This design comes from an exercise in tuning for small area, a short achievable clock period and few clock cycles on the open sky130 flow, not from production work.
The RTL was checked by simulation tests, not by an equivalence proof against the original design.

==> flow/design.v (outline; a module is shown in full before it is edited, if it fits) <==
// module lamos_tone_detector: 9087 lines
module lamos_tone_detector (
    input  wire        clk,
    input  wire        rst,
    input  wire        cmd_valid,
    output wire        cmd_ready,
    input  wire        cmd_op,        
    input  wire [15:0] cmd_sample,
    input  wire [4:0]  cmd_bin0,
    input  wire [4:0]  cmd_bin1,
    input  wire [7:0]  cmd_theta,     
    output reg         res_valid,
    output reg  [1:0]  res_det,
    output reg  [20:0] res_mag0,
    output reg  [20:0] res_mag1
);
  // ...
==> flow/run.sh <==
#!/bin/bash
# synth_recipe.tcl (not shown) runs the flow's synth.tcl, then flattens the netlist and writes it again
# the make line also repeats each setting of config.mk as NAME=value (left out here)
make -C /OpenROAD-flow-scripts/flow DESIGN_CONFIG=/design/flow/config.mk WORK_HOME=/design/flow/orfs CLKGATE_MAP_FILE= SYNTH_SCRIPT=/design/flow/synth_recipe.tcl finish
==> flow/config.mk <==
export PLATFORM = sky130hd
export DESIGN_NAME = lamos_tone_detector
export DESIGN_NICKNAME = lamos_tone_detector
export VERILOG_FILES = /design/flow/design.v
export SDC_FILE = /design/flow/constraint.sdc
export NUM_CORES = 4
export LEC_CHECK = 0
export CAP_MARGIN = 20
export CORE_MARGIN = 2
export CORE_UTILIZATION = 50
export PLACE_DENSITY = 0.65
export SLEW_MARGIN = 20
==> flow/constraint.sdc <==
create_clock -name core_clock -period 12.0 [get_ports {clk}]
set_input_delay 2.4000 -clock core_clock [delete_from_list [all_inputs] [get_ports {clk}]]
set_output_delay 2.4000 -clock core_clock [all_outputs]
set_load 0.01 [all_outputs]
==> results.cfg, run 1 <==
[run_status]
status = timing/DRC/antenna clean

[timing]
finalSetupTns_ps = 0
max_slew_margin = 0.174
clock-skew-final_ps = 118

[cells_and_area]
num-multi-input-gates = 16600
fin_nets = 29400
inverters = 3684
final_util = 0.551
seq_cells = 4367
postLayoutCellArea_um2 = 274000
reg_top3 = fs x68, R x67, acc x67

[synth]
syn_inst = 25500
ys_async_sr_fraction = 0
synth_commonest_cells = dfxtp_1 (3915), inv_1 (3682), nand2_1 (2437)
netlist_area_um2 = 250000
synth.most_common_cell = dfxtp_1
yosysWarnings = 4

[global_routing]
gr-usage-met1 = 0.386
use_met3 = 0.0440
grtUsageMet2 = 0.502
grt-ovfl-total = 0

[floorplanning]
die_x_um = 710
io_pins = 84
initial_core_util = 0.502

[critical_path]
slowest_stage = a2111oi_1
crit_path_end_kind = flop
startpoint = s25[2]
critical_path.endpoint = q_d7[17]
arrival_ps = 6650

[placement]
dpl.cell_count = 31600

[cts]
cts_root_buffer = clkbuf_16
ctsResizeCount = 0
cts_sinks = 4367

[min_path]
min_to = cs[15][0]

[route]
drc = 0
via_count = 177000
Testbench counts, summed over its fixed seeds: cycles 2,448.
==> inputs of run 2 (changes only) <==
--- a/flow/design.v
+++ b/flow/design.v
@@ -7295,469 +7295,287 @@
             if (c5 == 4'd15) begin sp_hold <= sp_new; th_hold2 <= th_hold; end
         end
     end
-    wire [2:0] sqa_0_sh = {q_pa[41:40]};
-    wire [2:0] sqa_0_df = sqa_0_sh - 2'b01;
-    wire sqa_0_t = ~sqa_0_df[2];
-    wire [1:0] sqa_0_rem = sqa_0_t ? sqa_0_df[1:0] : sqa_0_sh[1:0];
-    wire [0:0] sqa_0_root = sqa_0_t;
+    wire [0:0] sqa_0_q = |q_pa[41:40];
+    wire [1:0] sqa_0_r = q_pa[41:40] - {1'b0, sqa_0_q};
     wire [39:0] sqa_0_p = q_pa[39:0];
-    wire [3:0] sqa_1_sh = {sqa_0_rem, sqa_0_p[39:38]};
-    wire [3:0] sqa_1_df = sqa_1_sh - {sqa_0_root, 2'b01};
-    wire sqa_1_t = ~sqa_1_df[3];
-    wire [2:0] sqa_1_rem = sqa_1_t ? sqa_1_df[2:0] : sqa_1_sh[2:0];
-    wire [1:0] sqa_1_root = {sqa_0_root, sqa_1_t};
-    wire [37:0] sqa_1_p = sqa_0_p[37:0];
-    wire [4:0] sqa_2_sh = {sqa_1_rem, sqa_1_p[37:36]};
-    wire [4:0] sqa_2_df = sqa_2_sh - {sqa_1_root, 2'b01};
-    wire sqa_2_t = ~sqa_2_df[4];
-    wire [3:0] sqa_2_rem = sqa_2_t ? sqa_2_df[3:0] : sqa_2_sh[3:0];
-    wire [2:0] sqa_2_root = {sqa_1_root, sqa_2_t};
-    wire [35:0] sqa_2_p = sqa_1_p[35:0];
-    wire [5:0] sqa_3_sh = {sqa_2_rem, sqa_2_p[35:34]};
-    wire [5:0] sqa_3_df = sqa_3_sh - {sqa_2_root, 2'b01};
-    wire sqa_3_t = ~sqa_3_df[5];
-    wire [4:0] sqa_3_rem = sqa_3_t ? sqa_3_df[4:0] : sqa_3_sh[4:0];
-    wire [3:0] sqa_3_root = {sqa_2_root, sqa_3_t};
-    wire [33:0] sqa_3_p = sqa_2_p[33:0];
-    reg [3:0] sqa_s0_root; reg [4:0] sqa_s0_rem;
-    reg [33:0] sqa_s0_p;
-    always @(posedge clk) begin
-        sqa_s0_root <= sqa_3_root; sqa_s0_rem <= sqa_3_rem;
-        sqa_s0_p <= sqa_3_p;
-    end
-    wire [6:0] sqa_4_sh = {sqa_s0_rem, sqa_s0_p[33:32]};
-    wire [6:0] sqa_4_df = sqa_4_sh - {sqa_s0_root, 2'b01};
-    wire sqa_4_t = ~sqa_4_df[6];
-    wire [5:0] sqa_4_rem = sqa_4_t ? sqa_4_df[5:0] : sqa_4_sh[5:0];
-    wire [4:0] sqa_4_root = {sqa_s0_root, sqa_4_t};
-    wire [31:0] sqa_4_p = sqa_s0_p[31:0];
-    wire [7:0] sqa_5_sh = {sqa_4_rem, sqa_4_p[31:30]};
-    wire [7:0] sqa_5_df = sqa_5_sh - {sqa_4_root, 2'b01};
-    wire sqa_5_t = ~sqa_5_df[7];
-    wire [6:0] sqa_5_rem = sqa_5_t ? sqa_5_df[6:0] : sqa_5_sh[6:0];
-    wire [5:0] sqa_5_root = {sqa_4_root, sqa_5_t};
-    wire [29:0] sqa_5_p = sqa_4_p[29:0];
-    reg [5:0] sqa_s1_root; reg [6:0] sqa_s1_rem;
-    reg [29:0] sqa_s1_p;
-    always @(posedge clk) begin
-        sqa_s1_root <= sqa_5_root; sqa_s1_rem <= sqa_5_rem;
-        sqa_s1_p <= sqa_5_p;
-    end
-    wire [8:0] sqa_6_sh = {sqa_s1_rem, sqa_s1_p[29:28]};
-    wire [8:0] sqa_6_df = sqa_6_sh - {sqa_s1_root, 2'b01};
-    wire sqa_6_t = ~sqa_6_df[8];
-    wire [7:0] sqa_6_rem = sqa_6_t ? sqa_6_df[7:0] : sqa_6_sh[7:0];
-    wire [6:0] sqa_6_root = {sqa_s1_root, sqa_6_t};
-    wire [27:0] sqa_6_p = sqa_s1_p[27:0];
-    reg [6:0] sqa_s2_root; reg [7:0] sqa_s2_rem;
-    reg [27:0] sqa_s2_p;
-    always @(posedge clk) begin
-        sqa_s2_root <= sqa_6_root; sqa_s2_rem <= sqa_6_rem;
-        sqa_s2_p <= sqa_6_p;
-    end
-    wire [9:0] sqa_7_sh = {sqa_s2_rem, sqa_s2_p[27:26]};
-    wire [9:0] sqa_7_df = sqa_7_sh - {sqa_s2_root, 2'b01};
-    wire sqa_7_t = ~sqa_7_df[9];
-    wire [8:0] sqa_7_rem = sqa_7_t ? sqa_7_df[8:0] : sqa_7_sh[8:0];
-    wire [7:0] sqa_7_root = {sqa_s2_root, sqa_7_t};
-    wire [25:0] sqa_7_p = sqa_s2_p[25:0];
-    reg [7:0] sqa_s3_root; reg [8:0] sqa_s3_rem;
-    reg [25:0] sqa_s3_p;
-    always @(posedge clk) begin
-        sqa_s3_root <= sqa_7_root; sqa_s3_rem <= sqa_7_rem;
-        sqa_s3_p <= sqa_7_p;
-    end
-    wire [10:0] sqa_8_sh = {sqa_s3_rem, sqa_s3_p[25:24]};
-    wire [10:0] sqa_8_df = sqa_8_sh - {sqa_s3_root, 2'b01};
-    wire sqa_8_t = ~sqa_8_df[10];
-    wire [9:0] sqa_8_rem = sqa_8_t ? sqa_8_df[9:0] : sqa_8_sh[9:0];
-    wire [8:0] sqa_8_root = {sqa_s3_root, sqa_8_t};
-    wire [23:0] sqa_8_p = sqa_s3_p[23:0];
-    reg [8:0] sqa_s4_root; reg [9:0] sqa_s4_rem;
-    reg [23:0] sqa_s4_p;
-    always @(posedge clk) begin
-        sqa_s4_root <= sqa_8_root; sqa_s4_rem <= sqa_8_rem;
-        sqa_s4_p <= sqa_8_p;
-    end
-    wire [11:0] sqa_9_sh = {sqa_s4_rem, sqa_s4_p[23:22]};
-    wire [11:0] sqa_9_df = sqa_9_sh - {sqa_s4_root, 2'b01};
-    wire sqa_9_t = ~sqa_9_df[11];
-    wire [10:0] sqa_9_rem = sqa_9_t ? sqa_9_df[10:0] : sqa_9_sh[10:0];
-    wire [9:0] sqa_9_root = {sqa_s4_root, sqa_9_t};
-    wire [21:0] sqa_9_p = sqa_s4_p[21:0];
-    reg [9:0] sqa_s5_root; reg [10:0] sqa_s5_rem;
-    reg [21:0] sqa_s5_p;
-    always @(posedge clk) begin
-        sqa_s5_root <= sqa_9_root; sqa_s5_rem <= sqa_9_rem;
-        sqa_s5_p <= sqa_9_p;
-    end
-    wire [12:0] sqa_10_sh = {sqa_s5_rem, sqa_s5_p[21:20]};
-    wire [12:0] sqa_10_df = sqa_10_sh - {sqa_s5_root, 2'b01};
-    wire sqa_10_t = ~sqa_10_df[12];
-    wire [11:0] sqa_10_rem = sqa_10_t ? sqa_10_df[11:0] : sqa_10_sh[11:0];
-    wire [10:0] sqa_10_root = {sqa_s5_root, sqa_10_t};
-    wire [19:0] sqa_10_p = sqa_s5_p[19:0];
-    reg [10:0] sqa_s6_root; reg [11:0] sqa_s6_rem;
-    reg [19:0] sqa_s6_p;
-    always @(posedge clk) begin
-        sqa_s6_root <= sqa_10_root; sqa_s6_rem <= sqa_10_rem;
-        sqa_s6_p <= sqa_10_p;
-    end
-    wire [13:0] sqa_11_sh = {sqa_s6_rem, sqa_s6_p[19:18]};
-    wire [13:0] sqa_11_df = sqa_11_sh - {sqa_s6_root, 2'b01};
-    wire sqa_11_t = ~sqa_11_df[13];
-    wire [12:0] sqa_11_rem = sqa_11_t ? sqa_11_df[12:0] : sqa_11_sh[12:0];
-    wire [11:0] sqa_11_root = {sqa_s6_root, sqa_11_t};
-    wire [17:0] sqa_11_p = sqa_s6_p[17:0];
-    reg [11:0] sqa_s7_root; reg [12:0] sqa_s7_rem;
-    reg [17:0] sqa_s7_p;
-    always @(posedge clk) begin
-        sqa_s7_root <= sqa_11_root; sqa_s7_rem <= sqa_11_rem;
-        sqa_s7_p <= sqa_11_p;
-    end
-    wire [14:0] sqa_12_sh = {sqa_s7_rem, sqa_s7_p[17:16]};
-    wire [14:0] sqa_12_df = sqa_12_sh - {sqa_s7_root, 2'b01};
-    wire sqa_12_t = ~sqa_12_df[14];
-    wire [13:0] sqa_12_rem = sqa_12_t ? sqa_12_df[13:0] : sqa_12_sh[13:0];
-    wire [12:0] sqa_12_root = {sqa_s7_root, sqa_12_t};
-    wire [15:0] sqa_12_p = sqa_s7_p[15:0];
-    reg [12:0] sqa_s8_root; reg [13:0] sqa_s8_rem;
-    reg [15:0] sqa_s8_p;
-    always @(posedge clk) begin
-        sqa_s8_root <= sqa_12_root; sqa_s8_rem <= sqa_12_rem;
-        sqa_s8_p <= sqa_12_p;
-    end
-    wire [15:0] sqa_13_sh = {sqa_s8_rem, sqa_s8_p[15:14]};
-    wire [15:0] sqa_13_df = sqa_13_sh - {sqa_s8_root, 2'b01};
-    wire sqa_13_t = ~sqa_13_df[15];
-    wire [14:0] sqa_13_rem = sqa_13_t ? sqa_13_df[14:0] : sqa_13_sh[14:0];
-    wire [13:0] sqa_13_root = {sqa_s8_root, sqa_13_t};
-    wire [13:0] sqa_13_p = sqa_s8_p[13:0];
-    reg [13:0] sqa_s9_root; reg [14:0] sqa_s9_rem;
-    reg [13:0] sqa_s9_p;
-    always @(posedge clk) begin
-        sqa_s9_root <= sqa_13_root; sqa_s9_rem <= sqa_13_rem;
-        sqa_s9_p <= sqa_13_p;
-    end
-    wire [16:0] sqa_14_sh = {sqa_s9_rem, sqa_s9_p[13:12]};
-    wire [16:0] sqa_14_df = sqa_14_sh - {sqa_s9_root, 2'b01};
-    wire sqa_14_t = ~sqa_14_df[16];
-    wire [15:0] sqa_14_rem = sqa_14_t ? sqa_14_df[15:0] : sqa_14_sh[15:0];
-    wire [14:0] sqa_14_root = {sqa_s9_root, sqa_14_t};
-    wire [11:0] sqa_14_p = sqa_s9_p[11:0];
-    reg [14:0] sqa_s10_root; reg [15:0] sqa_s10_rem;
-    reg [11:0] sqa_s10_p;
-    always @(posedge clk) begin
-        sqa_s10_root <= sqa_14_root; sqa_s10_rem <= sqa_14_rem;
-        sqa_s10_p <= sqa_14_p;
-    end
-    wire [17:0] sqa_15_sh = {sqa_s10_rem, sqa_s10_p[11:10]};
-    wire [17:0] sqa_15_df = sqa_15_sh - {sqa_s10_root, 2'b01};
-    wire sqa_15_t = ~sqa_15_df[17];
-    wire [16:0] sqa_15_rem = sqa_15_t ? sqa_15_df[16:0] : sqa_15_sh[16:0];
-    wire [15:0] sqa_15_root = {sqa_s10_root, sqa_15_t};
-    wire [9:0] sqa_15_p = sqa_s10_p[9:0];
-    reg [15:0] sqa_s11_root; reg [16:0] sqa_s11_rem;
-    reg [9:0] sqa_s11_p;
-    always @(posedge clk) begin
-        sqa_s11_root <= sqa_15_root; sqa_s11_rem <= sqa_15_rem;
-        sqa_s11_p <= sqa_15_p;
-    end
-    wire [18:0] sqa_16_sh = {sqa_s11_rem, sqa_s11_p[9:8]};
-    wire [18:0] sqa_16_df = sqa_16_sh - {sqa_s11_root, 2'b01};
-    wire sqa_16_t = ~sqa_16_df[18];
-    wire [17:0] sqa_16_rem = sqa_16_t ? sqa_16_df[17:0] : sqa_16_sh[17:0];
-    wire [16:0] sqa_16_root = {sqa_s11_root, sqa_16_t};
-    wire [7:0] sqa_16_p = sqa_s11_p[7:0];
-    reg [16:0] sqa_s12_root; reg [17:0] sqa_s12_rem;
-    reg [7:0] sqa_s12_p;
-    always @(posedge clk) begin
-        sqa_s12_root <= sqa_16_root; sqa_s12_rem <= sqa_16_rem;
-        sqa_s12_p <= sqa_16_p;
-    end
-    wire [19:0] sqa_17_sh = {sqa_s12_rem, sqa_s12_p[7:6]};
-    wire [19:0] sqa_17_df = sqa_17_sh - {sqa_s12_root, 2'b01};
-    wire sqa_17_t = ~sqa_17_df[19];
-    wire [18:0] sqa_17_rem = sqa_17_t ? sqa_17_df[18:0] : sqa_17_sh[18:0];
-    wire [17:0] sqa_17_root = {sqa_s12_root, sqa_17_t};
-    wire [5:0] sqa_17_p = sqa_s12_p[5:0];
-    reg [17:0] sqa_s13_root; reg [18:0] sqa_s13_rem;
-    reg [5:0] sqa_s13_p;
-    always @(posedge clk) begin
-        sqa_s13_root <= sqa_17_root; sqa_s13_rem <= sqa_17_rem;
-        sqa_s13_p <= sqa_17_p;
-    end
-    wire [20:0] sqa_18_sh = {sqa_s13_rem, sqa_s13_p[5:4]};
-    wire [20:0] sqa_18_df = sqa_18_sh - {sqa_s13_root, 2'b01};
-    wire sqa_18_t = ~sqa_18_df[20];
-    wire [19:0] sqa_18_rem = sqa_18_t ? sqa_18_df[19:0] : sqa_18_sh[19:0];
-    wire [18:0] sqa_18_root = {sqa_s13_root, sqa_18_t};
-    wire [3:0] sqa_18_p = sqa_s13_p[3:0];
-    reg [18:0] sqa_s14_root; reg [19:0] sqa_s14_rem;
-    reg [3:0] sqa_s14_p;
-    always @(posedge clk) begin
-        sqa_s14_root <= sqa_18_root; sqa_s14_rem <= sqa_18_rem;
-        sqa_s14_p <= sqa_18_p;
-    end
-    wire [21:0] sqa_19_sh = {sqa_s14_rem, sqa_s14_p[3:2]};
-    wire [21:0] sqa_19_df = sqa_19_sh - {sqa_s14_root, 2'b01};
-    wire sqa_19_t = ~sqa_19_df[21];
-    wire [20:0] sqa_19_rem = sqa_19_t ? sqa_19_df[20:0] : sqa_19_sh[20:0];
-    wire [19:0] sqa_19_root = {sqa_s14_root, sqa_19_t};
-    wire [1:0] sqa_19_p = sqa_s14_p[1:0];
-    reg [19:0] sqa_s15_root; reg [20:0] sqa_s15_rem;
-    reg [1:0] sqa_s15_p;
-    always @(posedge clk) begin
-        sqa_s15_root <= sqa_19_root; sqa_s15_rem <= sqa_19_rem;
-        sqa_s15_p <= sqa_19_p;
-    end
-    wire [22:0] sqa_20_sh = {sqa_s15_rem, sqa_s15_p[1:0]};
-    wire [22:0] sqa_20_df = sqa_20_sh - {sqa_s15_root, 2'b01};
-    wire sqa_20_t = ~sqa_20_df[22];
-    wire [21:0] sqa_20_rem = sqa_20_t ? sqa_20_df[21:0] : sqa_20_sh[21:0];
-    wire [20:0] sqa_20_root = {sqa_s15_root, sqa_20_t};
-    reg [20:0] sqa_s16_root; reg [21:0] sqa_s16_rem;
-    always @(posedge clk) begin
-        sqa_s16_root <= sqa_20_root; sqa_s16_rem <= sqa_20_rem;
-    end
-    wire [20:0] mag_a = sqa_s16_root;
-    wire [21:0] rem_a = sqa_s16_rem;
-    wire [2:0] sqb_0_sh = {q_pb[41:40]};
-    wire [2:0] sqb_0_df = sqb_0_sh - 2'b01;
-    wire sqb_0_t = ~sqb_0_df[2];
-    wire [1:0] sqb_0_rem = sqb_0_t ? sqb_0_df[1:0] : sqb_0_sh[1:0];
-    wire [0:0] sqb_0_root = sqb_0_t;
+    wire [5:0] sqa_1_x = {sqa_0_r, sqa_0_p[39:36]};
+    wire [6:0] sqa_1_d1 = {1'b0, sqa_1_x} - {3'b0, sqa_0_q, 3'b001};
+    wire [6:0] sqa_1_d2 = {1'b0, sqa_1_x} - {2'b0, sqa_0_q, 4'b0100};
+    wire [6:0] sqa_1_d3 = {1'b0, sqa_1_x} - {2'b0, sqa_0_q, 4'b0000} - {3'b0, sqa_0_q, 3'b000} - 7'd9;
+    wire sqa_1_g1 = ~sqa_1_d1[6], sqa_1_g2 = ~sqa_1_d2[6], sqa_1_g3 = ~sqa_1_d3[6];
+    wire [3:0] sqa_1_r = sqa_1_g3 ? sqa_1_d3[3:0] : sqa_1_g2 ? sqa_1_d2[3:0] : sqa_1_g1 ? sqa_1_d1[3:0] : sqa_1_x[3:0];
+    wire [2:0] sqa_1_q = {sqa_0_q, sqa_1_g2 | sqa_1_g3, sqa_1_g3 | (sqa_1_g1 & ~sqa_1_g2)};
+    wire [35:0] sqa_1_p = sqa_0_p[35:0];
+    wire [7:0] sqa_2_x = {sqa_1_r, sqa_1_p[35:32]};
+    wire [8:0] sqa_2_d1 = {1'b0, sqa_2_x} - {3'b0, sqa_1_q, 3'b001};
+    wire [8:0] sqa_2_d2 = {1'b0, sqa_2_x} - {2'b0, sqa_1_q, 4'b0100};
+    wire [8:0] sqa_2_d3 = {1'b0, sqa_2_x} - {2'b0, sqa_1_q, 4'b0000} - {3'b0, sqa_1_q, 3'b000} - 9'd9;
+    wire sqa_2_g1 = ~sqa_2_d1[8], sqa_2_g2 = ~sqa_2_d2[8], sqa_2_g3 = ~sqa_2_d3[8];
+    wire [5:0] sqa_2_r = sqa_2_g3 ? sqa_2_d3[5:0] : sqa_2_g2 ? sqa_2_d2[5:0] : sqa_2_g1 ? sqa_2_d1[5:0] : sqa_2_x[5:0];
+    wire [4:0] sqa_2_q = {sqa_1_q, sqa_2_g2 | sqa_2_g3, sqa_2_g3 | (sqa_2_g1 & ~sqa_2_g2)};
+    wire [31:0] sqa_2_p = sqa_1_p[31:0];
+    reg [4:0] sqa_s0_q; reg [5:0] sqa_s0_r;
+    reg [31:0] sqa_s0_p;
+    always @(posedge clk) begin
+        sqa_s0_q <= sqa_2_q; sqa_s0_r <= sqa_2_r;
+        sqa_s0_p <= sqa_2_p;
+    end
+    wire [9:0] sqa_3_x = {sqa_s0_r, sqa_s0_p[31:28]};
+    wire [10:0] sqa_3_d1 = {1'b0, sqa_3_x} - {3'b0, sqa_s0_q, 3'b001};
+    wire [10:0] sqa_3_d2 = {1'b0, sqa_3_x} - {2'b0, sqa_s0_q, 4'b0100};
+    wire [10:0] sqa_3_d3 = {1'b0, sqa_3_x} - {2'b0, sqa_s0_q, 4'b0000} - {3'b0, sqa_s0_q, 3'b000} - 11'd9;
+    wire sqa_3_g1 = ~sqa_3_d1[10], sqa_3_g2 = ~sqa_3_d2[10], sqa_3_g3 = ~sqa_3_d3[10];
+    wire [7:0] sqa_3_r = sqa_3_g3 ? sqa_3_d3[7:0] : sqa_3_g2 ? sqa_3_d2[7:0] : sqa_3_g1 ? sqa_3_d1[7:0] : sqa_3_x[7:0];
+    wire [6:0] sqa_3_q = {sqa_s0_q, sqa_3_g2 | sqa_3_g3, sqa_3_g3 | (sqa_3_g1 & ~sqa_3_g2)};
+    wire [27:0] sqa_3_p = sqa_s0_p[27:0];
+    reg [6:0] sqa_s1_q; reg [7:0] sqa_s1_r;
+    reg [27:0] sqa_s1_p;
+    always @(posedge clk) begin
+        sqa_s1_q <= sqa_3_q; sqa_s1_r <= sqa_3_r;
+        sqa_s1_p <= sqa_3_p;
+    end
+    wire [11:0] sqa_4_x = {sqa_s1_r, sqa_s1_p[27:24]};
+    wire [12:0] sqa_4_d1 = {1'b0, sqa_4_x} - {3'b0, sqa_s1_q, 3'b001};
+    wire [12:0] sqa_4_d2 = {1'b0, sqa_4_x} - {2'b0, sqa_s1_q, 4'b0100};
+    wire [12:0] sqa_4_d3 = {1'b0, sqa_4_x} - {2'b0, sqa_s1_q, 4'b0000} - {3'b0, sqa_s1_q, 3'b000} - 13'd9;
+    wire sqa_4_g1 = ~sqa_4_d1[12], sqa_4_g2 = ~sqa_4_d2[12], sqa_4_g3 = ~sqa_4_d3[12];
+    wire [9:0] sqa_4_r = sqa_4_g3 ? sqa_4_d3[9:0] : sqa_4_g2 ? sqa_4_d2[9:0] : sqa_4_g1 ? sqa_4_d1[9:0] : sqa_4_x[9:0];
+    wire [8:0] sqa_4_q = {sqa_s1_q, sqa_4_g2 | sqa_4_g3, sqa_4_g3 | (sqa_4_g1 & ~sqa_4_g2)};
+    wire [23:0] sqa_4_p = sqa_s1_p[23:0];
+    reg [8:0] sqa_s2_q; reg [9:0] sqa_s2_r;
+    reg [23:0] sqa_s2_p;
+    always @(posedge clk) begin
+        sqa_s2_q <= sqa_4_q; sqa_s2_r <= sqa_4_r;
+        sqa_s2_p <= sqa_4_p;
+    end
+    wire [13:0] sqa_5_x = {sqa_s2_r, sqa_s2_p[23:20]};
+    wire [14:0] sqa_5_d1 = {1'b0, sqa_5_x} - {3'b0, sqa_s2_q, 3'b001};
+    wire [14:0] sqa_5_d2 = {1'b0, sqa_5_x} - {2'b0, sqa_s2_q, 4'b0100};
+    wire [14:0] sqa_5_d3 = {1'b0, sqa_5_x} - {2'b0, sqa_s2_q, 4'b0000} - {3'b0, sqa_s2_q, 3'b000} - 15'd9;
+    wire sqa_5_g1 = ~sqa_5_d1[14], sqa_5_g2 = ~sqa_5_d2[14], sqa_5_g3 = ~sqa_5_d3[14];
+    wire [11:0] sqa_5_r = sqa_5_g3 ? sqa_5_d3[11:0] : sqa_5_g2 ? sqa_5_d2[11:0] : sqa_5_g1 ? sqa_5_d1[11:0] : sqa_5_x[11:0];
+    wire [10:0] sqa_5_q = {sqa_s2_q, sqa_5_g2 | sqa_5_g3, sqa_5_g3 | (sqa_5_g1 & ~sqa_5_g2)};
+    wire [19:0] sqa_5_p = sqa_s2_p[19:0];
+    reg [10:0] sqa_s3_q; reg [11:0] sqa_s3_r;
+    reg [19:0] sqa_s3_p;
+    always @(posedge clk) begin
+        sqa_s3_q <= sqa_5_q; sqa_s3_r <= sqa_5_r;
+        sqa_s3_p <= sqa_5_p;
+    end
+    wire [15:0] sqa_6_x = {sqa_s3_r, sqa_s3_p[19:16]};
+    wire [16:0] sqa_6_d1 = {1'b0, sqa_6_x} - {3'b0, sqa_s3_q, 3'b001};
+    wire [16:0] sqa_6_d2 = {1'b0, sqa_6_x} - {2'b0, sqa_s3_q, 4'b0100};
+    wire [16:0] sqa_6_d3 = {1'b0, sqa_6_x} - {2'b0, sqa_s3_q, 4'b0000} - {3'b0, sqa_s3_q, 3'b000} - 17'd9;
+    wire sqa_6_g1 = ~sqa_6_d1[16], sqa_6_g2 = ~sqa_6_d2[16], sqa_6_g3 = ~sqa_6_d3[16];
+    wire [13:0] sqa_6_r = sqa_6_g3 ? sqa_6_d3[13:0] : sqa_6_g2 ? sqa_6_d2[13:0] : sqa_6_g1 ? sqa_6_d1[13:0] : sqa_6_x[13:0];
+    wire [12:0] sqa_6_q = {sqa_s3_q, sqa_6_g2 | sqa_6_g3, sqa_6_g3 | (sqa_6_g1 & ~sqa_6_g2)};
+    wire [15:0] sqa_6_p = sqa_s3_p[15:0];
+    reg [12:0] sqa_s4_q; reg [13:0] sqa_s4_r;
+    reg [15:0] sqa_s4_p;
+    always @(posedge clk) begin
+        sqa_s4_q <= sqa_6_q; sqa_s4_r <= sqa_6_r;
+        sqa_s4_p <= sqa_6_p;
+    end
+    wire [17:0] sqa_7_x = {sqa_s4_r, sqa_s4_p[15:12]};
+    wire [18:0] sqa_7_d1 = {1'b0, sqa_7_x} - {3'b0, sqa_s4_q, 3'b001};
+    wire [18:0] sqa_7_d2 = {1'b0, sqa_7_x} - {2'b0, sqa_s4_q, 4'b0100};
+    wire [18:0] sqa_7_d3 = {1'b0, sqa_7_x} - {2'b0, sqa_s4_q, 4'b0000} - {3'b0, sqa_s4_q, 3'b000} - 19'd9;
+    wire sqa_7_g1 = ~sqa_7_d1[18], sqa_7_g2 = ~sqa_7_d2[18], sqa_7_g3 = ~sqa_7_d3[18];
+    wire [15:0] sqa_7_r = sqa_7_g3 ? sqa_7_d3[15:0] : sqa_7_g2 ? sqa_7_d2[15:0] : sqa_7_g1 ? sqa_7_d1[15:0] : sqa_7_x[15:0];
+    wire [14:0] sqa_7_q = {sqa_s4_q, sqa_7_g2 | sqa_7_g3, sqa_7_g3 | (sqa_7_g1 & ~sqa_7_g2)};
+    wire [11:0] sqa_7_p = sqa_s4_p[11:0];
+    reg [14:0] sqa_s5_q; reg [15:0] sqa_s5_r;
+    reg [11:0] sqa_s5_p;
+    always @(posedge clk) begin
+        sqa_s5_q <= sqa_7_q; sqa_s5_r <= sqa_7_r;
+        sqa_s5_p <= sqa_7_p;
+    end
+    wire [19:0] sqa_8_x = {sqa_s5_r, sqa_s5_p[11:8]};
+    wire [20:0] sqa_8_d1 = {1'b0, sqa_8_x} - {3'b0, sqa_s5_q, 3'b001};
+    wire [20:0] sqa_8_d2 = {1'b0, sqa_8_x} - {2'b0, sqa_s5_q, 4'b0100};
+    wire [20:0] sqa_8_d3 = {1'b0, sqa_8_x} - {2'b0, sqa_s5_q, 4'b0000} - {3'b0, sqa_s5_q, 3'b000} - 21'd9;
+    wire sqa_8_g1 = ~sqa_8_d1[20], sqa_8_g2 = ~sqa_8_d2[20], sqa_8_g3 = ~sqa_8_d3[20];
+    wire [17:0] sqa_8_r = sqa_8_g3 ? sqa_8_d3[17:0] : sqa_8_g2 ? sqa_8_d2[17:0] : sqa_8_g1 ? sqa_8_d1[17:0] : sqa_8_x[17:0];
+    wire [16:0] sqa_8_q = {sqa_s5_q, sqa_8_g2 | sqa_8_g3, sqa_8_g3 | (sqa_8_g1 & ~sqa_8_g2)};
+    wire [7:0] sqa_8_p = sqa_s5_p[7:0];
+    reg [16:0] sqa_s6_q; reg [17:0] sqa_s6_r;
+    reg [7:0] sqa_s6_p;
+    always @(posedge clk) begin
+        sqa_s6_q <= sqa_8_q; sqa_s6_r <= sqa_8_r;
+        sqa_s6_p <= sqa_8_p;
+    end
+    wire [21:0] sqa_9_x = {sqa_s6_r, sqa_s6_p[7:4]};
+    wire [22:0] sqa_9_d1 = {1'b0, sqa_9_x} - {3'b0, sqa_s6_q, 3'b001};
+    wire [22:0] sqa_9_d2 = {1'b0, sqa_9_x} - {2'b0, sqa_s6_q, 4'b0100};
+    wire [22:0] sqa_9_d3 = {1'b0, sqa_9_x} - {2'b0, sqa_s6_q, 4'b0000} - {3'b0, sqa_s6_q, 3'b000} - 23'd9;
+    wire sqa_9_g1 = ~sqa_9_d1[22], sqa_9_g2 = ~sqa_9_d2[22], sqa_9_g3 = ~sqa_9_d3[22];
+    wire [19:0] sqa_9_r = sqa_9_g3 ? sqa_9_d3[19:0] : sqa_9_g2 ? sqa_9_d2[19:0] : sqa_9_g1 ? sqa_9_d1[19:0] : sqa_9_x[19:0];
+    wire [18:0] sqa_9_q = {sqa_s6_q, sqa_9_g2 | sqa_9_g3, sqa_9_g3 | (sqa_9_g1 & ~sqa_9_g2)};
+    wire [3:0] sqa_9_p = sqa_s6_p[3:0];
+    reg [18:0] sqa_s7_q; reg [19:0] sqa_s7_r;
+    reg [3:0] sqa_s7_p;
+    always @(posedge clk) begin
+        sqa_s7_q <= sqa_9_q; sqa_s7_r <= sqa_9_r;
+        sqa_s7_p <= sqa_9_p;
+    end
+    wire [23:0] sqa_10_x = {sqa_s7_r, sqa_s7_p[3:0]};
+    wire [24:0] sqa_10_d1 = {1'b0, sqa_10_x} - {3'b0, sqa_s7_q, 3'b001};
+    wire [24:0] sqa_10_d2 = {1'b0, sqa_10_x} - {2'b0, sqa_s7_q, 4'b0100};
+    wire [24:0] sqa_10_d3 = {1'b0, sqa_10_x} - {2'b0, sqa_s7_q, 4'b0000} - {3'b0, sqa_s7_q, 3'b000} - 25'd9;
+    wire sqa_10_g1 = ~sqa_10_d1[24], sqa_10_g2 = ~sqa_10_d2[24], sqa_10_g3 = ~sqa_10_d3[24];
+    wire [21:0] sqa_10_r = sqa_10_g3 ? sqa_10_d3[21:0] : sqa_10_g2 ? sqa_10_d2[21:0] : sqa_10_g1 ? sqa_10_d1[21:0] : sqa_10_x[21:0];
+    wire [20:0] sqa_10_q = {sqa_s7_q, sqa_10_g2 | sqa_10_g3, sqa_10_g3 | (sqa_10_g1 & ~sqa_10_g2)};
+    reg [20:0] sqa_s8_q; reg [21:0] sqa_s8_r;
+    always @(posedge clk) begin
+        sqa_s8_q <= sqa_10_q; sqa_s8_r <= sqa_10_r;
+    end
+    wire [20:0] mag_a = sqa_s8_q;
+    wire [21:0] rem_a = sqa_s8_r;
+    wire [0:0] sqb_0_q = |q_pb[41:40];
+    wire [1:0] sqb_0_r = q_pb[41:40] - {1'b0, sqb_0_q};
     wire [39:0] sqb_0_p = q_pb[39:0];
-    wire [3:0] sqb_1_sh = {sqb_0_rem, sqb_0_p[39:38]};
-    wire [3:0] sqb_1_df = sqb_1_sh - {sqb_0_root, 2'b01};
-    wire sqb_1_t = ~sqb_1_df[3];
-    wire [2:0] sqb_1_rem = sqb_1_t ? sqb_1_df[2:0] : sqb_1_sh[2:0];
-    wire [1:0] sqb_1_root = {sqb_0_root, sqb_1_t};
-    wire [37:0] sqb_1_p = sqb_0_p[37:0];
-    wire [4:0] sqb_2_sh = {sqb_1_rem, sqb_1_p[37:36]};
-    wire [4:0] sqb_2_df = sqb_2_sh - {sqb_1_root, 2'b01};
-    wire sqb_2_t = ~sqb_2_df[4];
-    wire [3:0] sqb_2_rem = sqb_2_t ? sqb_2_df[3:0] : sqb_2_sh[3:0];
-    wire [2:0] sqb_2_root = {sqb_1_root, sqb_2_t};
-    wire [35:0] sqb_2_p = sqb_1_p[35:0];
-    wire [5:0] sqb_3_sh = {sqb_2_rem, sqb_2_p[35:34]};
-    wire [5:0] sqb_3_df = sqb_3_sh - {sqb_2_root, 2'b01};
-    wire sqb_3_t = ~sqb_3_df[5];
-    wire [4:0] sqb_3_rem = sqb_3_t ? sqb_3_df[4:0] : sqb_3_sh[4:0];
-    wire [3:0] sqb_3_root = {sqb_2_root, sqb_3_t};
-    wire [33:0] sqb_3_p = sqb_2_p[33:0];
-    reg [3:0] sqb_s0_root; reg [4:0] sqb_s0_rem;
-    reg [33:0] sqb_s0_p;
-    always @(posedge clk) begin
-        sqb_s0_root <= sqb_3_root; sqb_s0_rem <= sqb_3_rem;
-        sqb_s0_p <= sqb_3_p;
-    end
-    wire [6:0] sqb_4_sh = {sqb_s0_rem, sqb_s0_p[33:32]};
-    wire [6:0] sqb_4_df = sqb_4_sh - {sqb_s0_root, 2'b01};
-    wire sqb_4_t = ~sqb_4_df[6];
-    wire [5:0] sqb_4_rem = sqb_4_t ? sqb_4_df[5:0] : sqb_4_sh[5:0];
-    wire [4:0] sqb_4_root = {sqb_s0_root, sqb_4_t};
-    wire [31:0] sqb_4_p = sqb_s0_p[31:0];
-    wire [7:0] sqb_5_sh = {sqb_4_rem, sqb_4_p[31:30]};
-    wire [7:0] sqb_5_df = sqb_5_sh - {sqb_4_root, 2'b01};
-    wire sqb_5_t = ~sqb_5_df[7];
-    wire [6:0] sqb_5_rem = sqb_5_t ? sqb_5_df[6:0] : sqb_5_sh[6:0];
-    wire [5:0] sqb_5_root = {sqb_4_root, sqb_5_t};
-    wire [29:0] sqb_5_p = sqb_4_p[29:0];
-    reg [5:0] sqb_s1_root; reg [6:0] sqb_s1_rem;
-    reg [29:0] sqb_s1_p;
-    always @(posedge clk) begin
-        sqb_s1_root <= sqb_5_root; sqb_s1_rem <= sqb_5_rem;
-        sqb_s1_p <= sqb_5_p;
-    end
-    wire [8:0] sqb_6_sh = {sqb_s1_rem, sqb_s1_p[29:28]};
-    wire [8:0] sqb_6_df = sqb_6_sh - {sqb_s1_root, 2'b01};
-    wire sqb_6_t = ~sqb_6_df[8];
-    wire [7:0] sqb_6_rem = sqb_6_t ? sqb_6_df[7:0] : sqb_6_sh[7:0];
-    wire [6:0] sqb_6_root = {sqb_s1_root, sqb_6_t};
-    wire [27:0] sqb_6_p = sqb_s1_p[27:0];
-    reg [6:0] sqb_s2_root; reg [7:0] sqb_s2_rem;
-    reg [27:0] sqb_s2_p;
-    always @(posedge clk) begin
-        sqb_s2_root <= sqb_6_root; sqb_s2_rem <= sqb_6_rem;
-        sqb_s2_p <= sqb_6_p;
-    end
-    wire [9:0] sqb_7_sh = {sqb_s2_rem, sqb_s2_p[27:26]};
-    wire [9:0] sqb_7_df = sqb_7_sh - {sqb_s2_root, 2'b01};
-    wire sqb_7_t = ~sqb_7_df[9];
-    wire [8:0] sqb_7_rem = sqb_7_t ? sqb_7_df[8:0] : sqb_7_sh[8:0];
-    wire [7:0] sqb_7_root = {sqb_s2_root, sqb_7_t};
-    wire [25:0] sqb_7_p = sqb_s2_p[25:0];
-    reg [7:0] sqb_s3_root; reg [8:0] sqb_s3_rem;
-    reg [25:0] sqb_s3_p;
-    always @(posedge clk) begin
-        sqb_s3_root <= sqb_7_root; sqb_s3_rem <= sqb_7_rem;
-        sqb_s3_p <= sqb_7_p;
-    end
-    wire [10:0] sqb_8_sh = {sqb_s3_rem, sqb_s3_p[25:24]};
-    wire [10:0] sqb_8_df = sqb_8_sh - {sqb_s3_root, 2'b01};
-    wire sqb_8_t = ~sqb_8_df[10];
-    wire [9:0] sqb_8_rem = sqb_8_t ? sqb_8_df[9:0] : sqb_8_sh[9:0];
-    wire [8:0] sqb_8_root = {sqb_s3_root, sqb_8_t};
-    wire [23:0] sqb_8_p = sqb_s3_p[23:0];
-    reg [8:0] sqb_s4_root; reg [9:0] sqb_s4_rem;
-    reg [23:0] sqb_s4_p;
-    always @(posedge clk) begin
-        sqb_s4_root <= sqb_8_root; sqb_s4_rem <= sqb_8_rem;
-        sqb_s4_p <= sqb_8_p;
-    end
-    wire [11:0] sqb_9_sh = {sqb_s4_rem, sqb_s4_p[23:22]};
-    wire [11:0] sqb_9_df = sqb_9_sh - {sqb_s4_root, 2'b01};
-    wire sqb_9_t = ~sqb_9_df[11];
-    wire [10:0] sqb_9_rem = sqb_9_t ? sqb_9_df[10:0] : sqb_9_sh[10:0];
-    wire [9:0] sqb_9_root = {sqb_s4_root, sqb_9_t};
-    wire [21:0] sqb_9_p = sqb_s4_p[21:0];
-    reg [9:0] sqb_s5_root; reg [10:0] sqb_s5_rem;
-    reg [21:0] sqb_s5_p;
-    always @(posedge clk) begin
-        sqb_s5_root <= sqb_9_root; sqb_s5_rem <= sqb_9_rem;
-        sqb_s5_p <= sqb_9_p;
-    end
-    wire [12:0] sqb_10_sh = {sqb_s5_rem, sqb_s5_p[21:20]};
-    wire [12:0] sqb_10_df = sqb_10_sh - {sqb_s5_root, 2'b01};
-    wire sqb_10_t = ~sqb_10_df[12];
-    wire [11:0] sqb_10_rem = sqb_10_t ? sqb_10_df[11:0] : sqb_10_sh[11:0];
-    wire [10:0] sqb_10_root = {sqb_s5_root, sqb_10_t};
-    wire [19:0] sqb_10_p = sqb_s5_p[19:0];
-    reg [10:0] sqb_s6_root; reg [11:0] sqb_s6_rem;
-    reg [19:0] sqb_s6_p;
-    always @(posedge clk) begin
-        sqb_s6_root <= sqb_10_root; sqb_s6_rem <= sqb_10_rem;
-        sqb_s6_p <= sqb_10_p;
-    end
-    wire [13:0] sqb_11_sh = {sqb_s6_rem, sqb_s6_p[19:18]};
-    wire [13:0] sqb_11_df = sqb_11_sh - {sqb_s6_root, 2'b01};
-    wire sqb_11_t = ~sqb_11_df[13];
-    wire [12:0] sqb_11_rem = sqb_11_t ? sqb_11_df[12:0] : sqb_11_sh[12:0];
-    wire [11:0] sqb_11_root = {sqb_s6_root, sqb_11_t};
-    wire [17:0] sqb_11_p = sqb_s6_p[17:0];
-    reg [11:0] sqb_s7_root; reg [12:0] sqb_s7_rem;
-    reg [17:0] sqb_s7_p;
-    always @(posedge clk) begin
-        sqb_s7_root <= sqb_11_root; sqb_s7_rem <= sqb_11_rem;
-        sqb_s7_p <= sqb_11_p;
-    end
-    wire [14:0] sqb_12_sh = {sqb_s7_rem, sqb_s7_p[17:16]};
-    wire [14:0] sqb_12_df = sqb_12_sh - {sqb_s7_root, 2'b01};
-    wire sqb_12_t = ~sqb_12_df[14];
-    wire [13:0] sqb_12_rem = sqb_12_t ? sqb_12_df[13:0] : sqb_12_sh[13:0];
-    wire [12:0] sqb_12_root = {sqb_s7_root, sqb_12_t};
-    wire [15:0] sqb_12_p = sqb_s7_p[15:0];
-    reg [12:0] sqb_s8_root; reg [13:0] sqb_s8_rem;
-    reg [15:0] sqb_s8_p;
-    always @(posedge clk) begin
-        sqb_s8_root <= sqb_12_root; sqb_s8_rem <= sqb_12_rem;
-        sqb_s8_p <= sqb_12_p;
-    end
-    wire [15:0] sqb_13_sh = {sqb_s8_rem, sqb_s8_p[15:14]};
-    wire [15:0] sqb_13_df = sqb_13_sh - {sqb_s8_root, 2'b01};
-    wire sqb_13_t = ~sqb_13_df[15];
-    wire [14:0] sqb_13_rem = sqb_13_t ? sqb_13_df[14:0] : sqb_13_sh[14:0];
-    wire [13:0] sqb_13_root = {sqb_s8_root, sqb_13_t};
-    wire [13:0] sqb_13_p = sqb_s8_p[13:0];
-    reg [13:0] sqb_s9_root; reg [14:0] sqb_s9_rem;
-    reg [13:0] sqb_s9_p;
-    always @(posedge clk) begin
-        sqb_s9_root <= sqb_13_root; sqb_s9_rem <= sqb_13_rem;
-        sqb_s9_p <= sqb_13_p;
-    end
-    wire [16:0] sqb_14_sh = {sqb_s9_rem, sqb_s9_p[13:12]};
-    wire [16:0] sqb_14_df = sqb_14_sh - {sqb_s9_root, 2'b01};
-    wire sqb_14_t = ~sqb_14_df[16];
-    wire [15:0] sqb_14_rem = sqb_14_t ? sqb_14_df[15:0] : sqb_14_sh[15:0];
-    wire [14:0] sqb_14_root = {sqb_s9_root, sqb_14_t};
-    wire [11:0] sqb_14_p = sqb_s9_p[11:0];
-    reg [14:0] sqb_s10_root; reg [15:0] sqb_s10_rem;
-    reg [11:0] sqb_s10_p;
-    always @(posedge clk) begin
-        sqb_s10_root <= sqb_14_root; sqb_s10_rem <= sqb_14_rem;
-        sqb_s10_p <= sqb_14_p;
-    end
-    wire [17:0] sqb_15_sh = {sqb_s10_rem, sqb_s10_p[11:10]};
-    wire [17:0] sqb_15_df = sqb_15_sh - {sqb_s10_root, 2'b01};
-    wire sqb_15_t = ~sqb_15_df[17];
-    wire [16:0] sqb_15_rem = sqb_15_t ? sqb_15_df[16:0] : sqb_15_sh[16:0];
-    wire [15:0] sqb_15_root = {sqb_s10_root, sqb_15_t};
-    wire [9:0] sqb_15_p = sqb_s10_p[9:0];
-    reg [15:0] sqb_s11_root; reg [16:0] sqb_s11_rem;
-    reg [9:0] sqb_s11_p;
-    always @(posedge clk) begin
-        sqb_s11_root <= sqb_15_root; sqb_s11_rem <= sqb_15_rem;
-        sqb_s11_p <= sqb_15_p;
-    end
-    wire [18:0] sqb_16_sh = {sqb_s11_rem, sqb_s11_p[9:8]};
-    wire [18:0] sqb_16_df = sqb_16_sh - {sqb_s11_root, 2'b01};
-    wire sqb_16_t = ~sqb_16_df[18];
-    wire [17:0] sqb_16_rem = sqb_16_t ? sqb_16_df[17:0] : sqb_16_sh[17:0];
-    wire [16:0] sqb_16_root = {sqb_s11_root, sqb_16_t};
-    wire [7:0] sqb_16_p = sqb_s11_p[7:0];
-    reg [16:0] sqb_s12_root; reg [17:0] sqb_s12_rem;
-    reg [7:0] sqb_s12_p;
-    always @(posedge clk) begin
-        sqb_s12_root <= sqb_16_root; sqb_s12_rem <= sqb_16_rem;
-        sqb_s12_p <= sqb_16_p;
-    end
-    wire [19:0] sqb_17_sh = {sqb_s12_rem, sqb_s12_p[7:6]};
-    wire [19:0] sqb_17_df = sqb_17_sh - {sqb_s12_root, 2'b01};
-    wire sqb_17_t = ~sqb_17_df[19];
-    wire [18:0] sqb_17_rem = sqb_17_t ? sqb_17_df[18:0] : sqb_17_sh[18:0];
-    wire [17:0] sqb_17_root = {sqb_s12_root, sqb_17_t};
-    wire [5:0] sqb_17_p = sqb_s12_p[5:0];
-    reg [17:0] sqb_s13_root; reg [18:0] sqb_s13_rem;
-    reg [5:0] sqb_s13_p;
-    always @(posedge clk) begin
-        sqb_s13_root <= sqb_17_root; sqb_s13_rem <= sqb_17_rem;
-        sqb_s13_p <= sqb_17_p;
-    end
-    wire [20:0] sqb_18_sh = {sqb_s13_rem, sqb_s13_p[5:4]};
-    wire [20:0] sqb_18_df = sqb_18_sh - {sqb_s13_root, 2'b01};
-    wire sqb_18_t = ~sqb_18_df[20];
-    wire [19:0] sqb_18_rem = sqb_18_t ? sqb_18_df[19:0] : sqb_18_sh[19:0];
-    wire [18:0] sqb_18_root = {sqb_s13_root, sqb_18_t};
-    wire [3:0] sqb_18_p = sqb_s13_p[3:0];
-    reg [18:0] sqb_s14_root; reg [19:0] sqb_s14_rem;
-    reg [3:0] sqb_s14_p;
-    always @(posedge clk) begin
-        sqb_s14_root <= sqb_18_root; sqb_s14_rem <= sqb_18_rem;
-        sqb_s14_p <= sqb_18_p;
-    end
-    wire [21:0] sqb_19_sh = {sqb_s14_rem, sqb_s14_p[3:2]};
-    wire [21:0] sqb_19_df = sqb_19_sh - {sqb_s14_root, 2'b01};
-    wire sqb_19_t = ~sqb_19_df[21];
-    wire [20:0] sqb_19_rem = sqb_19_t ? sqb_19_df[20:0] : sqb_19_sh[20:0];
-    wire [19:0] sqb_19_root = {sqb_s14_root, sqb_19_t};
-    wire [1:0] sqb_19_p = sqb_s14_p[1:0];
-    reg [19:0] sqb_s15_root; reg [20:0] sqb_s15_rem;
-    reg [1:0] sqb_s15_p;
-    always @(posedge clk) begin
-        sqb_s15_root <= sqb_19_root; sqb_s15_rem <= sqb_19_rem;
-        sqb_s15_p <= sqb_19_p;
-    end
-    wire [22:0] sqb_20_sh = {sqb_s15_rem, sqb_s15_p[1:0]};
-    wire [22:0] sqb_20_df = sqb_20_sh - {sqb_s15_root, 2'b01};
-    wire sqb_20_t = ~sqb_20_df[22];
-    wire [21:0] sqb_20_rem = sqb_20_t ? sqb_20_df[21:0] : sqb_20_sh[21:0];
-    wire [20:0] sqb_20_root = {sqb_s15_root, sqb_20_t};
-    reg [20:0] sqb_s16_root; reg [21:0] sqb_s16_rem;
-    always @(posedge clk) begin
-        sqb_s16_root <= sqb_20_root; sqb_s16_rem <= sqb_20_rem;
-    end
-    wire [20:0] mag_b = sqb_s16_root;
-    wire [21:0] rem_b = sqb_s16_rem;
-    reg vs [0:16]; reg [3:0] cs [0:16]; reg [3:0] fs [0:16];
+    wire [5:0] sqb_1_x = {sqb_0_r, sqb_0_p[39:36]};
+    wire [6:0] sqb_1_d1 = {1'b0, sqb_1_x} - {3'b0, sqb_0_q, 3'b001};
+    wire [6:0] sqb_1_d2 = {1'b0, sqb_1_x} - {2'b0, sqb_0_q, 4'b0100};
+    wire [6:0] sqb_1_d3 = {1'b0, sqb_1_x} - {2'b0, sqb_0_q, 4'b0000} - {3'b0, sqb_0_q, 3'b000} - 7'd9;
+    wire sqb_1_g1 = ~sqb_1_d1[6], sqb_1_g2 = ~sqb_1_d2[6], sqb_1_g3 = ~sqb_1_d3[6];
+    wire [3:0] sqb_1_r = sqb_1_g3 ? sqb_1_d3[3:0] : sqb_1_g2 ? sqb_1_d2[3:0] : sqb_1_g1 ? sqb_1_d1[3:0] : sqb_1_x[3:0];
+    wire [2:0] sqb_1_q = {sqb_0_q, sqb_1_g2 | sqb_1_g3, sqb_1_g3 | (sqb_1_g1 & ~sqb_1_g2)};
+    wire [35:0] sqb_1_p = sqb_0_p[35:0];
+    wire [7:0] sqb_2_x = {sqb_1_r, sqb_1_p[35:32]};
+    wire [8:0] sqb_2_d1 = {1'b0, sqb_2_x} - {3'b0, sqb_1_q, 3'b001};
+    wire [8:0] sqb_2_d2 = {1'b0, sqb_2_x} - {2'b0, sqb_1_q, 4'b0100};
+    wire [8:0] sqb_2_d3 = {1'b0, sqb_2_x} - {2'b0, sqb_1_q, 4'b0000} - {3'b0, sqb_1_q, 3'b000} - 9'd9;
+    wire sqb_2_g1 = ~sqb_2_d1[8], sqb_2_g2 = ~sqb_2_d2[8], sqb_2_g3 = ~sqb_2_d3[8];
+    wire [5:0] sqb_2_r = sqb_2_g3 ? sqb_2_d3[5:0] : sqb_2_g2 ? sqb_2_d2[5:0] : sqb_2_g1 ? sqb_2_d1[5:0] : sqb_2_x[5:0];
+    wire [4:0] sqb_2_q = {sqb_1_q, sqb_2_g2 | sqb_2_g3, sqb_2_g3 | (sqb_2_g1 & ~sqb_2_g2)};
+    wire [31:0] sqb_2_p = sqb_1_p[31:0];
+    reg [4:0] sqb_s0_q; reg [5:0] sqb_s0_r;
+    reg [31:0] sqb_s0_p;
+    always @(posedge clk) begin
+        sqb_s0_q <= sqb_2_q; sqb_s0_r <= sqb_2_r;
+        sqb_s0_p <= sqb_2_p;
+    end
+    wire [9:0] sqb_3_x = {sqb_s0_r, sqb_s0_p[31:28]};
+    wire [10:0] sqb_3_d1 = {1'b0, sqb_3_x} - {3'b0, sqb_s0_q, 3'b001};
+    wire [10:0] sqb_3_d2 = {1'b0, sqb_3_x} - {2'b0, sqb_s0_q, 4'b0100};
+    wire [10:0] sqb_3_d3 = {1'b0, sqb_3_x} - {2'b0, sqb_s0_q, 4'b0000} - {3'b0, sqb_s0_q, 3'b000} - 11'd9;
+    wire sqb_3_g1 = ~sqb_3_d1[10], sqb_3_g2 = ~sqb_3_d2[10], sqb_3_g3 = ~sqb_3_d3[10];
+    wire [7:0] sqb_3_r = sqb_3_g3 ? sqb_3_d3[7:0] : sqb_3_g2 ? sqb_3_d2[7:0] : sqb_3_g1 ? sqb_3_d1[7:0] : sqb_3_x[7:0];
+    wire [6:0] sqb_3_q = {sqb_s0_q, sqb_3_g2 | sqb_3_g3, sqb_3_g3 | (sqb_3_g1 & ~sqb_3_g2)};
+    wire [27:0] sqb_3_p = sqb_s0_p[27:0];
+    reg [6:0] sqb_s1_q; reg [7:0] sqb_s1_r;
+    reg [27:0] sqb_s1_p;
+    always @(posedge clk) begin
+        sqb_s1_q <= sqb_3_q; sqb_s1_r <= sqb_3_r;
+        sqb_s1_p <= sqb_3_p;
+    end
+    wire [11:0] sqb_4_x = {sqb_s1_r, sqb_s1_p[27:24]};
+    wire [12:0] sqb_4_d1 = {1'b0, sqb_4_x} - {3'b0, sqb_s1_q, 3'b001};
+    wire [12:0] sqb_4_d2 = {1'b0, sqb_4_x} - {2'b0, sqb_s1_q, 4'b0100};
+    wire [12:0] sqb_4_d3 = {1'b0, sqb_4_x} - {2'b0, sqb_s1_q, 4'b0000} - {3'b0, sqb_s1_q, 3'b000} - 13'd9;
+    wire sqb_4_g1 = ~sqb_4_d1[12], sqb_4_g2 = ~sqb_4_d2[12], sqb_4_g3 = ~sqb_4_d3[12];
+    wire [9:0] sqb_4_r = sqb_4_g3 ? sqb_4_d3[9:0] : sqb_4_g2 ? sqb_4_d2[9:0] : sqb_4_g1 ? sqb_4_d1[9:0] : sqb_4_x[9:0];
+    wire [8:0] sqb_4_q = {sqb_s1_q, sqb_4_g2 | sqb_4_g3, sqb_4_g3 | (sqb_4_g1 & ~sqb_4_g2)};
+    wire [23:0] sqb_4_p = sqb_s1_p[23:0];
+    reg [8:0] sqb_s2_q; reg [9:0] sqb_s2_r;
+    reg [23:0] sqb_s2_p;
+    always @(posedge clk) begin
+        sqb_s2_q <= sqb_4_q; sqb_s2_r <= sqb_4_r;
+        sqb_s2_p <= sqb_4_p;
+    end
+    wire [13:0] sqb_5_x = {sqb_s2_r, sqb_s2_p[23:20]};
+    wire [14:0] sqb_5_d1 = {1'b0, sqb_5_x} - {3'b0, sqb_s2_q, 3'b001};
+    wire [14:0] sqb_5_d2 = {1'b0, sqb_5_x} - {2'b0, sqb_s2_q, 4'b0100};
+    wire [14:0] sqb_5_d3 = {1'b0, sqb_5_x} - {2'b0, sqb_s2_q, 4'b0000} - {3'b0, sqb_s2_q, 3'b000} - 15'd9;
+    wire sqb_5_g1 = ~sqb_5_d1[14], sqb_5_g2 = ~sqb_5_d2[14], sqb_5_g3 = ~sqb_5_d3[14];
+    wire [11:0] sqb_5_r = sqb_5_g3 ? sqb_5_d3[11:0] : sqb_5_g2 ? sqb_5_d2[11:0] : sqb_5_g1 ? sqb_5_d1[11:0] : sqb_5_x[11:0];
+    wire [10:0] sqb_5_q = {sqb_s2_q, sqb_5_g2 | sqb_5_g3, sqb_5_g3 | (sqb_5_g1 & ~sqb_5_g2)};
+    wire [19:0] sqb_5_p = sqb_s2_p[19:0];
+    reg [10:0] sqb_s3_q; reg [11:0] sqb_s3_r;
+    reg [19:0] sqb_s3_p;
+    always @(posedge clk) begin
+        sqb_s3_q <= sqb_5_q; sqb_s3_r <= sqb_5_r;
+        sqb_s3_p <= sqb_5_p;
+    end
+    wire [15:0] sqb_6_x = {sqb_s3_r, sqb_s3_p[19:16]};
+    wire [16:0] sqb_6_d1 = {1'b0, sqb_6_x} - {3'b0, sqb_s3_q, 3'b001};
+    wire [16:0] sqb_6_d2 = {1'b0, sqb_6_x} - {2'b0, sqb_s3_q, 4'b0100};
+    wire [16:0] sqb_6_d3 = {1'b0, sqb_6_x} - {2'b0, sqb_s3_q, 4'b0000} - {3'b0, sqb_s3_q, 3'b000} - 17'd9;
+    wire sqb_6_g1 = ~sqb_6_d1[16], sqb_6_g2 = ~sqb_6_d2[16], sqb_6_g3 = ~sqb_6_d3[16];
+    wire [13:0] sqb_6_r = sqb_6_g3 ? sqb_6_d3[13:0] : sqb_6_g2 ? sqb_6_d2[13:0] : sqb_6_g1 ? sqb_6_d1[13:0] : sqb_6_x[13:0];
+    wire [12:0] sqb_6_q = {sqb_s3_q, sqb_6_g2 | sqb_6_g3, sqb_6_g3 | (sqb_6_g1 & ~sqb_6_g2)};
+    wire [15:0] sqb_6_p = sqb_s3_p[15:0];
+    reg [12:0] sqb_s4_q; reg [13:0] sqb_s4_r;
+    reg [15:0] sqb_s4_p;
+    always @(posedge clk) begin
+        sqb_s4_q <= sqb_6_q; sqb_s4_r <= sqb_6_r;
+        sqb_s4_p <= sqb_6_p;
+    end
+    wire [17:0] sqb_7_x = {sqb_s4_r, sqb_s4_p[15:12]};
+    wire [18:0] sqb_7_d1 = {1'b0, sqb_7_x} - {3'b0, sqb_s4_q, 3'b001};
+    wire [18:0] sqb_7_d2 = {1'b0, sqb_7_x} - {2'b0, sqb_s4_q, 4'b0100};
+    wire [18:0] sqb_7_d3 = {1'b0, sqb_7_x} - {2'b0, sqb_s4_q, 4'b0000} - {3'b0, sqb_s4_q, 3'b000} - 19'd9;
+    wire sqb_7_g1 = ~sqb_7_d1[18], sqb_7_g2 = ~sqb_7_d2[18], sqb_7_g3 = ~sqb_7_d3[18];
+    wire [15:0] sqb_7_r = sqb_7_g3 ? sqb_7_d3[15:0] : sqb_7_g2 ? sqb_7_d2[15:0] : sqb_7_g1 ? sqb_7_d1[15:0] : sqb_7_x[15:0];
+    wire [14:0] sqb_7_q = {sqb_s4_q, sqb_7_g2 | sqb_7_g3, sqb_7_g3 | (sqb_7_g1 & ~sqb_7_g2)};
+    wire [11:0] sqb_7_p = sqb_s4_p[11:0];
+    reg [14:0] sqb_s5_q; reg [15:0] sqb_s5_r;
+    reg [11:0] sqb_s5_p;
+    always @(posedge clk) begin
+        sqb_s5_q <= sqb_7_q; sqb_s5_r <= sqb_7_r;
+        sqb_s5_p <= sqb_7_p;
+    end
+    wire [19:0] sqb_8_x = {sqb_s5_r, sqb_s5_p[11:8]};
+    wire [20:0] sqb_8_d1 = {1'b0, sqb_8_x} - {3'b0, sqb_s5_q, 3'b001};
+    wire [20:0] sqb_8_d2 = {1'b0, sqb_8_x} - {2'b0, sqb_s5_q, 4'b0100};
+    wire [20:0] sqb_8_d3 = {1'b0, sqb_8_x} - {2'b0, sqb_s5_q, 4'b0000} - {3'b0, sqb_s5_q, 3'b000} - 21'd9;
+    wire sqb_8_g1 = ~sqb_8_d1[20], sqb_8_g2 = ~sqb_8_d2[20], sqb_8_g3 = ~sqb_8_d3[20];
+    wire [17:0] sqb_8_r = sqb_8_g3 ? sqb_8_d3[17:0] : sqb_8_g2 ? sqb_8_d2[17:0] : sqb_8_g1 ? sqb_8_d1[17:0] : sqb_8_x[17:0];
+    wire [16:0] sqb_8_q = {sqb_s5_q, sqb_8_g2 | sqb_8_g3, sqb_8_g3 | (sqb_8_g1 & ~sqb_8_g2)};
+    wire [7:0] sqb_8_p = sqb_s5_p[7:0];
+    reg [16:0] sqb_s6_q; reg [17:0] sqb_s6_r;
+    reg [7:0] sqb_s6_p;
+    always @(posedge clk) begin
+        sqb_s6_q <= sqb_8_q; sqb_s6_r <= sqb_8_r;
+        sqb_s6_p <= sqb_8_p;
+    end
+    wire [21:0] sqb_9_x = {sqb_s6_r, sqb_s6_p[7:4]};
+    wire [22:0] sqb_9_d1 = {1'b0, sqb_9_x} - {3'b0, sqb_s6_q, 3'b001};
+    wire [22:0] sqb_9_d2 = {1'b0, sqb_9_x} - {2'b0, sqb_s6_q, 4'b0100};
+    wire [22:0] sqb_9_d3 = {1'b0, sqb_9_x} - {2'b0, sqb_s6_q, 4'b0000} - {3'b0, sqb_s6_q, 3'b000} - 23'd9;
+    wire sqb_9_g1 = ~sqb_9_d1[22], sqb_9_g2 = ~sqb_9_d2[22], sqb_9_g3 = ~sqb_9_d3[22];
+    wire [19:0] sqb_9_r = sqb_9_g3 ? sqb_9_d3[19:0] : sqb_9_g2 ? sqb_9_d2[19:0] : sqb_9_g1 ? sqb_9_d1[19:0] : sqb_9_x[19:0];
+    wire [18:0] sqb_9_q = {sqb_s6_q, sqb_9_g2 | sqb_9_g3, sqb_9_g3 | (sqb_9_g1 & ~sqb_9_g2)};
+    wire [3:0] sqb_9_p = sqb_s6_p[3:0];
+    reg [18:0] sqb_s7_q; reg [19:0] sqb_s7_r;
+    reg [3:0] sqb_s7_p;
+    always @(posedge clk) begin
+        sqb_s7_q <= sqb_9_q; sqb_s7_r <= sqb_9_r;
+        sqb_s7_p <= sqb_9_p;
+    end
+    wire [23:0] sqb_10_x = {sqb_s7_r, sqb_s7_p[3:0]};
+    wire [24:0] sqb_10_d1 = {1'b0, sqb_10_x} - {3'b0, sqb_s7_q, 3'b001};
+    wire [24:0] sqb_10_d2 = {1'b0, sqb_10_x} - {2'b0, sqb_s7_q, 4'b0100};
+    wire [24:0] sqb_10_d3 = {1'b0, sqb_10_x} - {2'b0, sqb_s7_q, 4'b0000} - {3'b0, sqb_s7_q, 3'b000} - 25'd9;
+    wire sqb_10_g1 = ~sqb_10_d1[24], sqb_10_g2 = ~sqb_10_d2[24], sqb_10_g3 = ~sqb_10_d3[24];
+    wire [21:0] sqb_10_r = sqb_10_g3 ? sqb_10_d3[21:0] : sqb_10_g2 ? sqb_10_d2[21:0] : sqb_10_g1 ? sqb_10_d1[21:0] : sqb_10_x[21:0];
+    wire [20:0] sqb_10_q = {sqb_s7_q, sqb_10_g2 | sqb_10_g3, sqb_10_g3 | (sqb_10_g1 & ~sqb_10_g2)};
+    reg [20:0] sqb_s8_q; reg [21:0] sqb_s8_r;
+    always @(posedge clk) begin
+        sqb_s8_q <= sqb_10_q; sqb_s8_r <= sqb_10_r;
+    end
+    wire [20:0] mag_b = sqb_s8_q;
+    wire [21:0] rem_b = sqb_s8_r;
+    reg vs [0:8]; reg [3:0] cs [0:8]; reg [3:0] fs [0:8];
     always @(posedge clk) begin
         vs[0] <= v4 & ~rst; cs[0] <= c4; fs[0] <= f4;
-        fin_go <= vs[15] & ~rst & (cs[15] == 4'd15);
-        for (i = 1; i < 17; i = i + 1) begin
+        fin_go <= vs[7] & ~rst & (cs[7] == 4'd15);
+        for (i = 1; i < 9; i = i + 1) begin
             vs[i] <= vs[i-1] & ~rst; cs[i] <= cs[i-1]; fs[i] <= fs[i-1];
         end
     end
-    wire vq = vs[16]; wire [3:0] cq = cs[16]; wire [3:0] fq = fs[16];
+    wire vq = vs[8]; wire [3:0] cq = cs[8]; wire [3:0] fq = fs[8];
     reg [25:0] as1; reg [27:0] sr; reg [20:0] a0, a1;
     wire [25:0] s1_new = ((cq == 4'd0) ? 26'd0 : as1) + mag_a + mag_b;
     wire [27:0] sr_new = ((cq == 4'd0) ? 28'd0 : sr) + rem_a + rem_b;
==> results.cfg, run 2 <==
[cts]
cts_root_buffer = clkbuf_16
cts_max_path_buffers = 4
postCtsSetupBuffers = 0
cts_hold_repair.buffers = 0
cts_sinks = 3607
cts_buffers = 399
worst_skew_pair.late_latency_ps = 1090
tritoncts = built
clk_pin_slew_worst_paths_ps = 60
ctsResizeCount = 0

[cells_and_area]
nFillCells = 45500
area_growth_pct = 8.65
final_util = 0.545
fin_nets = 31800
seqCellArea_um2 = 76800
reg_top3 = R x67, acc x67
final_cell_mix = inv_1 (3943), dfxtp_1 (3127), nand2_1 (2754)
drive_gt1_frac = 0.0433

[global_routing]
grt.busiest_layer = met2
gr-usage-met1 = 0.409
grt-ovfl-total = 0
grt_first_pass_wirelength_um = 1240000
use_met3 = 0.0451
grtUsageTotal = 0.325
grt_pass1_vias = 188000
grt_max_degree = 173
grtUsageMet2 = 0.538

[route]
drc = 0
via_count = 190000
ant_nets = 0
vias_per_cell = 5.58
drt-initial-drc-count = 15700
totalWireLength_um = 846000
dr.pass1.iters = 12

[timing]
hold_viol_final = 0
setup_ws_ps = 6050
max_slew_margin = 0.0902
finalSetupTns_ps = 0
clock-skew-final_ps = 101
worstMarginPinSlew_ps = 1360
holdWs_ps = 318
setup-violations-final = 0

[floorplanning]
fp.coreArea_um2 = 504000
io_pins = 84
core.rowCount = 261
initial_core_util = 0.501
die_x_um = 715
fp.dieH_um = 715

[run_status]
status = timing/DRC/antenna clean

[critical_path]
arrival_ps = 6910
r2r_cells = 22
crit_path_end_kind = flop
required_ps = 12960

[synth]
yosysWarnings = 4
synth_area_leader_cell = dfxtp_1
synth_commonest_cells = inv_1 (3944), dfxtp_1 (3155), nand2_1 (2754)
synth_edf_count = 452
netlist_area_um2 = 253000
synth.most_common_cell = inv_1
synth_area_per_cell_um2 = 9.26
ys_async_sr_fraction = 0
netlist-cell-type-count = 102
syn_inst = 27300
synthFlopType = dfxtp_1

[min_path]
hp-start = c3[0]
min_to = c3b[0]

[placement]
io_buffers = 83
place_congestion = 1.05
preCtsSetupSlack_ps = 6250
-- run 2: cell types whose count changed after synthesis, sizes merged, moves of 202 or more --
cell | previous run | this run
mux2 | 406 | 58
ha | 1965 | 2511
o21ai | 1113 | 1454
fa | 1940 | 2142
nand2 | 2438 | 2754
inv | 3682 | 3945
dfxtp | 3915 | 3155
-- run 2: layer usage --
| layer | routed length, um | part of all wire |
|---|---|---|
| met1 | 345000 | 0.41 |
| met2 | 393000 | 0.46 |
| met3 | 50900 | 0.060 |
| met4 | 58000 | 0.068 |
| met5 | 116 | 0.00014 |
-- run 2: cell type report --
cell class | instances | share of cell area
flip-flops and latches | 3607 | 0.280
inverters | 3947 | 0.0540
repair buffers | 292 | 0.00900
clock buffers | 518 | 0.0404
clock inverters | 223 | 0.0108
multi-input cells | 18800 | 0.575
diodes | 52 | 0.000474
well taps | 6706 | 0.0306
-- run 2: stage by stage --
step / cells / area [um2]
2_1_floorplan: 27300 / 253000
4_1_cts: 34100 / 274000
5_1_grt: 34100 / 275000
3_5_place_dp: 33400 / 260000
3_3_place_gp: 33400 / 260000
6_report: 34200 / 275000
-- run 2: how the worst max path moves through the flow --
stage	endpoint	slack (ps)	startpoint	cells after the start
after CTS	q_d5[17]	6180	s27[2]	20
after global routing	q_e6[18]	5680	s2[0]	21
after global placement	q_d5[17]	6160	s27[2]	20
after floorplan	q_imx[20]	7260	q_e1[14]	13
final	q_d5[17]	6050	s27[2]	22
after detailed placement	q_d5[17]	6250	s27[2]	20
-- run 2: logic make-up (layout without fill, tap and decap cells) --
logic type | count (synthesis) | in the layout | share of synthesized area
buffers and inverters | 4879 | 4980 | 0.0726
xor gates and xnor gates | 1602 | 1602 | 0.0557
muxes | 297 | 297 | 0.0121
AOI/OAI and AO/OA | 5722 | 5722 | 0.142
adders and majority gates | 4653 | 4653 | 0.294
and+or+nand+nor | 6545 | 6545 | 0.120
other | 0 | 52 | 0
DFF | 3607 | 3607 | 0.304
-- run 2: worst max-delay path, stage by stage (launching register included) --
cell and delay, ps:
dfxtp_1 330, inv_1 60, ha_1 350, nor2b_1 160
o21ai_0 230, a21oi_1 140, o21ai_0 340, a21oi_1 140
o21ai_0 650, a21boi_0 290, o21a_1 250, o21ai_0 240
nand2b_1 90, a21oi_1 560, xnor2_1 180, ha_1 470
inv_1 150, a21oi_1 160, o41ai_1 130, a21oi_1 220
o21bai_1 130, a2111oi_0 440, a21o_1 140
Testbench counts of run 2, summed over its fixed seeds: cycles 2,384.

[re-timing with driven ports]
No port has a modelled driver above. Below, the same layouts with a new extraction and two added sets of constraints.
Step 1 assumes that a clkbuf_16 drives the clock port and a buf_2 every other input.
Step 2 moves the port delays by t, midway between the first and last clock arrival at a register: inputs arrive t later, outputs are due t later. That takes back most of the time a late clock gives input paths.
Slacks: ideal ports / drivers / drivers and shift; pairs: ideal ports / drivers.
run | t, ns | slack for setup (ns) | clock arrival spread, ns
run 1 | 1.143 | 6.195 / 6.195 / 6.195 | 0.133 / 0.133
run 2 | 1.183 | 6.052 / 6.052 / 6.052 | 0.103 / 0.103
After both steps setup and hold are still met in every run listed.
